What follows belongs to an exercise in optimizing a design on an open flow for small area; a production flow would make more cautious choices.
The RTL was checked by simulation tests, not by an equivalence proof against the original design.
No activity file was given, so power comes from the tool's default toggle rates.

==> flow/design.v, too long to show whole: its modules and the start of the top module <==
// module fgtc: 933 lines
// module rg: 13 lines
// module rg2: 13 lines
// module aoi222: 3 lines
// module aoi221: 3 lines
// module aoi22: 3 lines
// module aoi21: 3 lines
// module nd2: 3 lines
module fgtc #(
    parameter [6:0]  P_DEV_ADDR      = 7'h36,
    parameter [7:0]  P_RA_RCOMP0     = 8'h38,
    parameter [7:0]  P_RA_TEMPCO     = 8'h39,
    parameter [7:0]  P_RA_FULLCAPREP = 8'h10,
    parameter [7:0]  P_RA_CYCLES     = 8'h17,
    parameter [7:0]  P_RA_FULLCAPNOM = 8'h23,
    parameter [15:0] P_SETTLE_MS     = 16'd10,
    parameter [15:0] P_POLL_MS       = 16'd1
) (
    input             clk,
    input             rst,           
    input             host_we,
    input      [5:0]  host_addr,
    input      [15:0] host_wdata,
    output     [15:0] host_rdata,
    output            irq,
    output            bus_req,
    output     [2:0]  bus_kind,
    output     [7:0]  bus_byte,
    input             bus_ack,
    input      [7:0]  bus_st,
    input      [7:0]  bus_d,
    output            nv_req,
    output            nv_we,
    output     [15:0] nv_addr,
    output     [15:0] nv_wdata,
    input             nv_ack,
    input      [15:0] nv_rdata,
    input             ms_tick
);
  // ...
==> flow/flow/run.sh <==
#!/bin/bash
# Own layout flow: the standard ORFS flow (standard.sh) with two changes,
# passed to the ORFS scripts through the environment variables they read:
#   - port buffering (global_place.tcl, buffer_ports) uses sky130_fd_sc_hd__buf_1;
#   - clock tree synthesis (cts.tcl) clusters at most 14 sinks within 60 um per
#     sky130_fd_sc_hd__clkbuf_8 leaf buffer and inserts no dummy loads.
# Synthesis, floorplan, power grid, tap cells, placement, timing repair and
# routing are the standard flow's.  make's full output goes to standard.log in
# this folder; ORFS keeps each step's own log under orfs/logs/.
set -euo pipefail
export BUFFER_PORTS_ARGS="-buffer_cell sky130_fd_sc_hd__buf_1"
export CTS_ARGS="-sink_clustering_enable -repair_clock_nets -dont_use_dummy_load -buf_list sky130_fd_sc_hd__clkbuf_8 -sink_clustering_size 14 -sink_clustering_max_diameter 60"
bash standard.sh > standard.log 2>&1
==> flow/standard.sh <==
#!/bin/bash
# synth_recipe.tcl (not shown) runs the flow's synth.tcl, then flattens the netlist and writes it again
# the make line also repeats each setting of config.mk as NAME=value (left out here)
make -C /OpenROAD-flow-scripts/flow DESIGN_CONFIG=/design/flow/config.mk WORK_HOME=/design/flow/orfs CLKGATE_MAP_FILE= SYNTH_SCRIPT=/design/flow/synth_recipe.tcl "${@:-finish}"
==> flow/config.mk <==
export PLATFORM = sky130hd
export DESIGN_NAME = fgtc
export DESIGN_NICKNAME = fgtc
export VERILOG_FILES = /design/flow/design.v
export SDC_FILE = /design/flow/constraint.sdc
export NUM_CORES = 4
export LEC_CHECK = 0
export CAP_MARGIN = 20
export CORE_MARGIN = 2
export CORE_UTILIZATION = 40
export SLEW_MARGIN = 20
export SYNTH_HIERARCHICAL = 1
==> flow/constraint.sdc <==
create_clock -name core_clock -period 10.0 [get_ports {clk}]
set_input_delay 2.0000 -clock core_clock [delete_from_list [all_inputs] [get_ports {clk}]]
set_output_delay 2.0000 -clock core_clock [all_outputs]
set_load 0.01 [all_outputs]
==> impl_metrics.tcl, run 1 <==
set metrics [dict create \
    cts-resized-gates 0 \
    postCtsSetupBuffers 0 \
    crit_cells 20 \
    die_h_um 290 \
    post-place-cells 4368 \
    synth_fa_ha_area_frac 0.0109 \
    hold_start "stage[45]$_DFF_P_" \
    top_area_cell_class "multi-input combinational cells" \
    hold_class "reg -> reg" \
    status "finished clean" \
    p_seq_mw 2.79 \
    antenna_cells 4 \
    sh_seq_area 0.400 \
    synth_top_area_frac 0.423 \
    met2_length_mm 58.9 \
    place.gp.congestion 1.11 \
    buf_share 0.0451 \
    power_leader "registers" \
    areaGrowthSynthToFinish_pct 5.86 \
    htree_levels 3 \
    p_seq_frac 0.586 \
    clockBufferDepth 3 \
    drv_cap 0 \
    dr_total_vias 31100 \
    antenna_found_initial 5 \
    comb_power_share 0.079 \
    critPathMaxStageDelay_ns 0.79 \
    p_int_mw 3.50 \
    wirelength_met1_mm 61.7 \
    final_nets 3473 \
    timing.hold.ws_ns 0.437 \
    highest_layer "met5" \
    clkTransAtPathRegs_ns 0.09 \
    yosys-top-cells-area "dfxtp_1, a22o_1, a222oi_1" \
    hpwl_mm 105 \
    drive_gt1_frac 0.129 \
    finalSetupViolations 0 \
    cts_hold_buf 0 \
    wl_per_cell_um 32.9 \
]
==> run 2: changes to the inputs <==
--- a/flow/design.v
+++ b/flow/design.v
@@ -87,17 +87,17 @@
     reg  [2:0]  state;
     reg  [4:0]  pc;
     reg  [2:0]  ph;
     reg  [3:0]  xi;           
     reg  [2:0]  kk;           
     reg  [3:0]  steps;
     reg         err;
     reg  [7:0]  p_lo;
-    reg  [63:0] stage;        
+    reg  [63:16] stage;       
     reg         rdy;          
     reg  [5:0]  iaddr_q;      
     wire busy = (state != S_IDLE);
     wire [3:0] op  = cmd[15:12];
     wire [2:0] sub = cmd[2:0];
     wire op_start = (op == 4'h1);
     wire op_stopc = (op == 4'h5);
     wire op_xfer  = (op == 4'h6);
@@ -137,17 +137,19 @@
             default: begin
                 case (pc)
                     P_VB:    iaddr = 6'h0D;                          
                     P_PC:    iaddr = 6'h0E;                          
                     P_PB:    iaddr = 6'h0B;                          
                     P_VD:    iaddr = 6'h05;                          
                     P_E2:    iaddr = 6'h2D;                          
                     P_DEC:   iaddr = 6'h0B;                          
-                    default: iaddr = 6'h20;                          
+                    P_E1:    iaddr = 6'h20;                          
+                    P_E3:    iaddr = 6'h20;                          
+                    default: iaddr = 6'h2D;                          
                 endcase
             end
         endcase
     end
     wire [5:0] raddr = !busy ? host_addr
                      : (state == S_PH || state == S_NV) ? iaddr_q : iaddr;
     always @(posedge clk) begin
         iaddr_q <= iaddr;
@@ -521,17 +523,17 @@
     wire [15:0]  cmd_d, wdata_d, pmask_d, pollmax_d, settle_d, pollivl_d, dcap_d;
     wire [6:0]   target_d, devaddr_d;
     wire [127:0] txbuf_d, rxbuf_d;
     wire [39:0]  ra_d;
     wire [15:1]  nvbase_d;
     wire [7:0]   rxbyte_d, busstat_d, p_lo_d;
     wire [15:0]  rdata_d, pollcnt_d;
     wire [10:0]  errinfo_d;
-    wire [63:0]  stage_d;
+    wire [63:16] stage_d;
     wire [79:0]  cache_d;
     rg #(2)  u_ctrl    (.e(hsel[6'h00] & nrst), .h(!hsel[6'h00] & nrst), .c(1'b0),
                         .s(hwd[1:0]),  .q({ctrl_as, ctrl_ie}), .d(ctrl_d));
     rg #(16) u_cmd     (.e(accept & nrst), .h(!accept & nrst), .c(1'b0),
                         .s(hwd),       .q(cmd),     .d(cmd_d));
     rg #(7)  u_target  (.e(hsel[6'h03] & nrst), .h(!hsel[6'h03] & nrst), .c(1'b0),
                         .s(hwd[6:0]),  .q(target),  .d(target_d));
     rg #(7, P_DEV_ADDR) u_devaddr (.e(hsel[6'h04] & nrst), .h(!hsel[6'h04] & nrst), .c(rst_all),
@@ -572,41 +574,44 @@
                           .s(bus_d), .q(rxbuf[gi*8 +: 8]), .d(rxbuf_d[gi*8 +: 8]));
         end
     endgenerate
     wire l_rxbyte = rx_good && prim;
     wire l_bstat  = ph_ack && (ph != K_STOP);
     wire l_rdata  = rxn_priv && !op_lp;
     wire l_plo    = rx_good && (ph == K_RXACK) && priv;
     wire l_einfo  = accept || ph_fail;
-    wire l_pcnt   = accept || (seq && pc == P_PB);
+    wire l_pinc   = seq && pc == P_PB;
+    wire l_pclr   = accept || ((state == S_SEQ) && err && op_lp);
+    wire l_pcnt   = l_pclr || l_pinc || sh_stage;
     wire l_st3    = sh_stage || ld_w;
     wire l_c3     = sh_cache || ld_c3;
     rg #(8)  u_rxbyte  (.e(l_rxbyte & nrst), .h(!l_rxbyte & nrst), .c(1'b0),
                         .s(bus_d), .q(rxbyte), .d(rxbyte_d));
     rg #(8)  u_busstat (.e(l_bstat & nrst), .h(!l_bstat & nrst), .c(1'b0),
                         .s(bus_st), .q(busstat), .d(busstat_d));
     rg #(16) u_rdata   (.e(l_rdata & nrst), .h(!l_rdata & nrst), .c(1'b0),
                         .s(rx_word), .q(rdata), .d(rdata_d));
     rg #(8)  u_plo     (.e(l_plo & nrst), .h(!l_plo & nrst), .c(1'b0),
                         .s(bus_d), .q(p_lo), .d(p_lo_d));
     rg #(11) u_einfo   (.e(l_einfo & !accept & nrst), .h(!l_einfo & nrst), .c(1'b0),
                         .s({xi, steps, ph + 3'd1}), .q(errinfo), .d(errinfo_d));
-    rg #(16) u_pcnt    (.e(l_pcnt & !accept & nrst), .h(!l_pcnt & nrst), .c(1'b0),
-                        .s(pollcnt_inc), .q(pollcnt), .d(pollcnt_d));
-    rg #(48) u_stage   (.e(sh_stage & nrst), .h(!sh_stage & nrst), .c(1'b0),
-                        .s(stage[63:16]), .q(stage[47:0]), .d(stage_d[47:0]));
+    rg2 #(16) u_pcnt   (.e1(l_pinc & !l_pclr & nrst), .s1(pollcnt_inc),
+                        .e2(sh_stage & !l_pclr & nrst), .s2(stage[31:16]),
+                        .h(!l_pcnt & nrst), .q(pollcnt), .d(pollcnt_d));
+    rg #(32) u_stage   (.e(sh_stage & nrst), .h(!sh_stage & nrst), .c(1'b0),
+                        .s(stage[63:32]), .q(stage[47:16]), .d(stage_d[47:16]));
     rg #(16) u_stage3  (.e(l_st3 & nrst), .h(!l_st3 & nrst), .c(1'b0),
                         .s(st_in), .q(stage[63:48]), .d(stage_d[63:48]));
     rg #(48) u_cache   (.e(sh_cache & nrst), .h(!sh_cache & nrst), .c(1'b0),
                         .s(cache[63:16]), .q(cache[47:0]), .d(cache_d[47:0]));
     rg2 #(16) u_cache3 (.e1(sh_cache & nrst), .s1(cache[79:64]),
                         .e2(ld_c3 & !sh_cache & nrst), .s2(rx_word),
                         .h(!l_c3 & nrst), .q(cache[63:48]), .d(cache_d[63:48]));
-    rg2 #(16) u_cache4 (.e1(sh_cache & !rot & nrst), .s1(stage[15:0]),
+    rg2 #(16) u_cache4 (.e1(sh_cache & !rot & nrst), .s1(pollcnt),
                         .e2(sh_cache & rot & nrst), .s2(cache[15:0]),
                         .h(!sh_cache & nrst), .q(cache[79:64]), .d(cache_d[79:64]));
     always @(posedge clk) begin
         {ctrl_as, ctrl_ie} <= ctrl_d;
         cmd     <= cmd_d;
         target  <= target_d;
         devaddr <= devaddr_d;
         wdata   <= wdata_d;
==> run 2 against run 1 <==
  * Largest cell class unchanged
  * Flip-flop and latch count shrank 11
  * Largest power group unchanged
  * Highest routed layer unchanged
  * Combinational power down 9.3%
  * Clock power shrank 9%
  * Clock skew shrank 0.040 ns
  * Still clean
  * Power is 4.8% lower
  * Global-route usage down 0.85 points
==> impl_metrics.tcl, run 2 <==
set metrics [dict create \
    antenna_found_initial 2 \
    core_um2 80200 \
    use_met1 0.443 \
    cts_buffers 59 \
    grt.overflow.total 0 \
    grt_use_met2 0.471 \
    drc 0 \
    power_density_nw_per_um2 133 \
    finalSetupTns_ns 0 \
    rsz0062_at_grt "false" \
    drtAntennaViolNets 0 \
    path_max_fanout 16 \
    grt_max_degree 67 \
    die_area_um2 82900 \
    hold_class "reg -> reg" \
    areaGrowthSynthToFinish_pct 5.53 \
    mostFrequentLayoutCells "dfxtp_1, a22o_1, a222oi_1, nor2_1, nand2_1" \
    die_w_um 288 \
    rr_worst_depth 28 \
    clkTransAtPathRegs_ns 0.07 \
    ys_top_cells_by_count "dfxtp_1, a22o_1, a222oi_1" \
    hpwl_mm 98.8 \
    clock_skew_ns 0.0679 \
    hold_viol_final 0 \
    yosys-top-cells-area "dfxtp_1, a22o_1, a222oi_1" \
    synth_top_area_frac 0.423 \
    r2r-start "state[2]$_SDFF_PN0_" \
    period_share 0.917 \
    io_buffers 121 \
    synth-edff-count 0 \
    synthArstFlopShare 0 \
    cts_tree "done" \
    r2r_setup_slack_ns 1.38 \
    die_h_um 288 \
    ios 123 \
    min_to "rxbyte[5]$_DFF_P_" \
    cts.sinks 682 \
    relSlewSlack 0.175 \
    power_mw 4.54 \
    clk_latency_ns 0.73 \
    htree_levels 2 \
    synth-seq-cells 682 \
    wl_mm 138 \
    drt_iter0_drc 5983 \
    synthDistinctLibCells 113 \
    syn_nets 3343 \
    critPathCaptureType "output port" \
    syn-instance-count 3248 \
    yosys.area.top_type "dfxtp_1" \
    final_common_cell "dfxtp_1" \
    netlist_area_um2 32300 \
    hold_start "rxbyte[5]$_DFF_P_" \
    fin_crit_ns 9.17 \
    cts-root-buf "clkbuf_8" \
    via_per_inst 6.93 \
    grt_pass1_vias 27700 \
    drv_cap 0 \
    grt.total_usage 0.322 \
    worst_pin_slew_ns 1.24 \
    wl_per_cell_um 31.6 \
    avgSynthCellArea_um2 9.93 \
    grt-busiest-layer "met2" \
    path_class "in -> out" \
    drt_pass1_iterations 12 \
    worst_setup_path_start_kind "input pin" \
    cts_hold_buf 0 \
    postCtsSetupBuffers 0 \
    fmax_mhz 109 \
    worst_ep_required_time_ns 8.00 \
    synth-seq-area-share 0.423 \
    final_nets 3415 \
    cts-resized-gates 0 \
    ys.flop_type "dfxtp_1" \
    peakVddDrop_mv 0.0976 \
    drive_gt1_frac 0.124 \
    dr_total_vias 30400 \
    finalSetupViolations 0 \
    clockBufferDepth 3 \
    initial_core_util 0.403 \
    globalRouteMet3Util 0.0677 \
    n_fill_cell 7946 \
    maxSlewViolCount 0 \
    rows 104 \
    power_leakage_nw 12.7 \
    min_path_cells 1 \
    status "finished clean" \
    yosys_warnings 7 \
    reg.largest.list "rxbuf: 128 flops, txbuf: 128 flops, cache: 80 flops" \
    critPathArrivalTime_ns 7.17 \
    grt_pass1_wl_mm 198 \
    place.gp.congestion 0.993 \
    yosysMostFrequentCell "dfxtp_1" \
]
## run 2: cell count changes after synthesis, sizes merged, moves of 14 or more
cell / delta
a222oi: +16
a22o: -36
a31oi: +16
inv: +24
nand2: +26
nand2b: -19
nand3: -14
nor2: -14
o21ai: -14
## run 2: logic make-up (layout without fill, tap and decap cells)
group,count (synthesis),after routing,synth area share
XOR/XNOR,66,66,0.0190
AND/OR/NAND/NOR,780,780,0.122
multiplexers,34,34,0.0107
buffers and inverters,365,435,0.0769
AO/OA/AOI/OAI,1285,1285,0.334
other,1,3,0.000116
flip-flops,682,682,0.423
adder cells (fa/ha/maj),35,35,0.0138
## run 2: metal layers
metal | vias to the layer above | part of all wire
met5 | - | 0.000087
met4 | 2 | 0.060
met3 | 392 | 0.12
met2 | 2256 | 0.42
met1 | 14600 | 0.40
li1 | 13100 | -
## run 2: critical path: stages
cell	delay (ns)
buf_1	0.13
inv_1	0.13
a31oi_1	0.13
and2_1	0.23
inv_1	0.09
ha_1	0.38
inv_1	0.18
and4_1	0.20
a31oi_1	0.56
nor2_1	0.17
buf_4	0.25
a222oi_1	1.05
nand4_1	0.36
nor3_1	0.50
nand2_1	0.18
buf_4	0.23
mux2i_1	0.14
a21oi_1	0.08
buf_1	0.16
## run 2: per-module statistics from Yosys (local to each module, per instance), a selection
module	copies in the design	flip-flops and latches
aoi222	194	0
aoi21	4	0
nd2	1	0
aoi221	2	0
fgtc	1	682
## run 2: how the worst max path moves through the flow
stage / startpoint / end / slack (ns)
after detailed placement: host_addr[0] / flip-flop / 0.62
final: host_addr[1] / bus_byte[2] / 0.83
after global placement: host_addr[0] / flip-flop / 0.60
after floorplan: host_addr[2] / flip-flop / 1.67
after CTS: host_addr[0] / bus_byte[3] / 1.06
after global routing: host_addr[0] / flip-flop / 0.55
## run 2: power by group
part           leakage [nW]  total [mW]  switching, mW  internal, mW
clock                 0.424        1.45          0.926         0.523
combinational          6.77       0.342          0.261        0.0810
sequential             5.51        2.74         0.0125          2.73
total                  12.7        4.54           1.20          3.34
## run 2: through the flow
stage | instances | hold slack (ns) | worst slack [ns] | util | area (µm²)
after floorplan | 3248 | 0.426 | 1.67 | - | 32300
after detailed placement | 4319 | 0.453 | 0.619 | 0.414 | 33200
final | 4380 | 0.475 | 0.829 | 0.425 | 34000
after global routing | 4380 | 0.488 | 0.551 | 0.425 | 34000
after CTS | 4378 | 0.475 | 1.06 | 0.424 | 34000
after global placement | 4319 | 0.451 | 0.598 | 0.414 | 33200
## run 2: final cells by class
| cell class | instances | area (µm²) | share of cell area |
|---|---|---|---|
| multi-input combinational | 2201 | 16300 | 0.479 |
| sequential | 682 | 13700 | 0.401 |
| timing repair buffer | 264 | 1530 | 0.0451 |
| tap | 1060 | 1330 | 0.0390 |
| clock buffer | 59 | 812 | 0.0238 |
| inverter | 112 | 423 | 0.0124 |
| antenna | 2 | 5.00 | 0.000147 |
==> run 3: changes to the inputs <==
==> flow/flow/run.sh (replaced) <==
#!/bin/bash
# Own layout flow: the standard ORFS flow (standard.sh) with two changes,
# passed to the ORFS scripts through the environment variables they read:
#   - port buffering (global_place.tcl, buffer_ports) uses sky130_fd_sc_hd__buf_1;
#   - clock tree synthesis (cts.tcl) clusters at most 14 sinks within 80 um per
#     sky130_fd_sc_hd__clkbuf_8 leaf buffer and inserts no dummy loads.
# Synthesis, floorplan, power grid, tap cells, placement, timing repair and
# routing are the standard flow's.  make's full output goes to standard.log in
# this folder; ORFS keeps each step's own log under orfs/logs/.
set -euo pipefail
export BUFFER_PORTS_ARGS="-buffer_cell sky130_fd_sc_hd__buf_1"
export CTS_ARGS="-sink_clustering_enable -repair_clock_nets -dont_use_dummy_load -buf_list sky130_fd_sc_hd__clkbuf_8 -sink_clustering_size 14 -sink_clustering_max_diameter 80"
bash standard.sh > standard.log 2>&1
==> run 3 against run 2 <==
  * Flip-flop and latch count unchanged
  * Sequential share of layout area barely moved
  * Synthesized cell count unchanged
  * Die area did not move
  * Clock power is 3% lower
  * Design area decreased by 0.11%
  * Routed wire length hardly changed
  * Worst hold slack better by 0.0015 ns
  * Largest cell class unchanged
  * Synthesized area unchanged
  * Setup slack worse by 0.048 ns
==> impl_metrics.tcl, run 3 <==
set metrics [dict create \
    final_nets 3413 \
    grt_pass1_vias 27700 \
    drtAntennaViolNets 0 \
    critPathMaxStageDelay_ns 0.94 \
    dr_total_vias 30400 \
    cp_num_buf_inv 6 \
    yosys_warnings 7 \
    avgSynthCellArea_um2 9.93 \
    worst_pin_slew_ns 1.19 \
    synthArstFlopShare 0 \
    grt.overflow.total 0 \
    wl_mm 139 \
    synth_top_area_frac 0.423 \
    grt_max_degree 67 \
    drv_cap 0 \
    finalSetupTns_ns 0 \
    finalSetupViolations 0 \
    peakVddDrop_mv 0.0910 \
    htree_levels 2 \
    cts_tree "done" \
    power_leakage_nw 12.7 \
    postCtsSetupBuffers 0 \
    wl_met3_mm 15.8 \
    via_per_inst 6.93 \
    critPathCaptureType "output port" \
    die_w_um 288 \
    drc 0 \
    relSlewSlack 0.195 \
    crit_family "simple AND/OR/NAND/NOR gates" \
    syn-instance-count 3248 \
    cts_hold_buf 0 \
    yosysMostFrequentCell "dfxtp_1" \
    final_util 0.424 \
    die_h_um 288 \
    highest_layer "met5" \
    yosys.area.top_type "dfxtp_1" \
    path_max_fanout 16 \
    core_um2 80200 \
    die_area_um2 82900 \
    fin_crit_ns 9.22 \
    hold_class "reg -> reg" \
    wl_per_cell_um 31.6 \
    clkTransAtPathRegs_ns 0.09 \
    fmax_mhz 108 \
    synthDistinctLibCells 113 \
    areaGrowthSynthToFinish_pct 5.41 \
    syn_nets 3343 \
    ios 123 \
    cp_slowest_cell "a222oi_1" \
    grt_pass1_wl_mm 198 \
    crit_top_cell "inv_1" \
    grt.total_usage 0.321 \
    met2_length_mm 57.1 \
    initial_core_util 0.403 \
    cts-root-buf "clkbuf_8" \
    synth-seq-area-share 0.423 \
    cp_cell_sequence "buf_1, inv_1, a31oi_1, and2_1, inv_1, ha_1, inv_1, and4_1, a31oi_1, nor2_1, buf_4, a222oi_1, nand4_1, nor3_1, nand2_1, mux2i_1, a21oi_1, buf_1" \
    reg.largest.list "rxbuf: 128 flops, txbuf: 128 flops, cache: 80 flops" \
    ys_top_cells_by_count "dfxtp_1, a22o_1, a222oi_1" \
    final_common_cell "dfxtp_1" \
    antenna_found_initial 2 \
    mostFrequentLayoutCells "dfxtp_1, a22o_1, a222oi_1, nor2_1, nand2_1" \
    period_share 0.922 \
    worst_setup_path_start_kind "input pin" \
    power_density_nw_per_um2 132 \
    drt_pass1_iterations 13 \
    critPathArrivalTime_ns 7.22 \
    ys.flop_type "dfxtp_1" \
    wirelength_met1_mm 56.8 \
    netlist_area_um2 32300 \
    clockBufferDepth 3 \
    status "finished clean" \
    path_class "in -> out" \
    rsz0062_at_grt "false" \
    place.gp.congestion 0.993 \
    power_mw 4.50 \
    io_buffers 121 \
    worst_ep_required_time_ns 8.00 \
    cts.sinks 682 \
    cts_buffers 56 \
    yosys-top-cells-area "dfxtp_1, a22o_1, a222oi_1" \
    hpwl_mm 98.8 \
    clock_skew_ns 0.0737 \
    clk_latency_ns 0.73 \
    cts-resized-gates 0 \
    maxSlewViolCount 0 \
    synth-edff-count 0 \
    drive_gt1_frac 0.123 \
    rows 104 \
    hold_viol_final 0 \
    synth-seq-cells 682 \
    drt_iter0_drc 6014 \
]
==> run 3: cell counts after synthesis <==
Identical to the previous run, type by type.
==> run 3: area by class of cell <==
cell class	instances	area [µm²]
fillers	7950	46100
well taps	1060	1330
diodes	1	2.50
flip-flops and latches	682	13700
repair buffers	265	1540
clock buffers	56	771
inverters	112	423
multi-input cells	2201	16300
==> run 3: final timing paths <==
check | from | endpoint | slack (ns) | cells after the start
max reg2reg | state[2]$_SDFF_PN0_ | flip-flop | 1.32 | 28
max | host_addr[1] | bus_byte[1] | 0.78 | 18
min reg2reg | stage[31]$_DFF_P_ | stage[31]$_DFF_P_ | 0.48 | 1
min | stage[31]$_DFF_P_ | stage[31]$_DFF_P_ | 0.48 | 1
==> run 3: per-module statistics from Yosys (local to each module, per instance), excerpt <==
module  cells inside  copies in the design
fgtc            2219                     1
aoi221             1                     2
aoi222             1                   194
aoi21              1                     4
nd2                1                     1
==> run 3: cells by family after synthesis <==
group	count (synthesis)	synth area share
simple gates	780	0.122
xor+xnor	66	0.0190
other cells	1	0.000116
flops	682	0.423
buf+inv	365	0.0769
fa+ha+maj	35	0.0138
mux	34	0.0107
compound gates	1285	0.334
==> run 3: worst register-to-register path: cells and delay by family, from the launching register on <==
kind	cells	cell delay (ns)
DFF	1	0.81
adders and majority gates	2	0.59
and+or+nand+nor	11	3.98
AOI/OAI and AO/OA	9	2.02
buffers and inverters	6	1.18
==> run 3: report_power, final <==
group,switching [mW],internal [mW],total [mW]
Combinational,0.261,0.0810,0.342
Clock,0.912,0.498,1.41
Sequential,0.0125,2.73,2.74
==> run 3: layer usage <==
layer | global-route usage | vias up
li1 | - | 13100
met3 | 0.0663 | 402
met4 | 0.177 | 2
met2 | 0.467 | 2128
met5 | 0.00233 | -
met1 | 0.442 | 14800
==> run 3: metrics by stage <==
| stage | setup WS (ns) | hold slack [ns] | instances | instance area, µm² |
|---|---|---|---|---|
| floorplan | 1.67 | 0.426 | 3248 | 32300 |
| global placement | 0.598 | 0.451 | 4319 | 33200 |
| detailed placement | 0.619 | 0.453 | 4319 | 33200 |
| CTS | 1.06 | 0.478 | 4375 | 34000 |
| global route | 0.550 | 0.489 | 4377 | 34000 |
| finish | 0.781 | 0.476 | 4377 | 34000 |

what the ideal ports hide:
Ports are ideal in the flow. The routed layouts listed here were re-timed in OpenROAD. Step 1: set_driving_cell puts a clkbuf_16 on clk and a buf_2 on each other input, an assumption about the parent block. Step 2 times the ports against the registers' clock, not the clock port: input delays grow and output delays shrink by t, the midpoint of the rising clock arrivals with the driver on. Slacks: ideal ports / drivers / drivers and shift; pairs: ideal ports / drivers.
run	shift t [ns]	slack for setup (ns)	worst register clock-pin slew, ns
run 1	0.738	0.429 / 0.367 / 0.367	0.10 / 0.10
run 2	0.770	0.829 / 0.793 / 0.224	0.10 / 0.10
run 3	0.765	0.781 / 0.745 / 0.214	0.11 / 0.11
After both steps setup and hold are still met in every run listed. For run 2, which loses most, drivers alone change the setup slack by -0.036 ns; drivers and shift together by -0.605 ns.
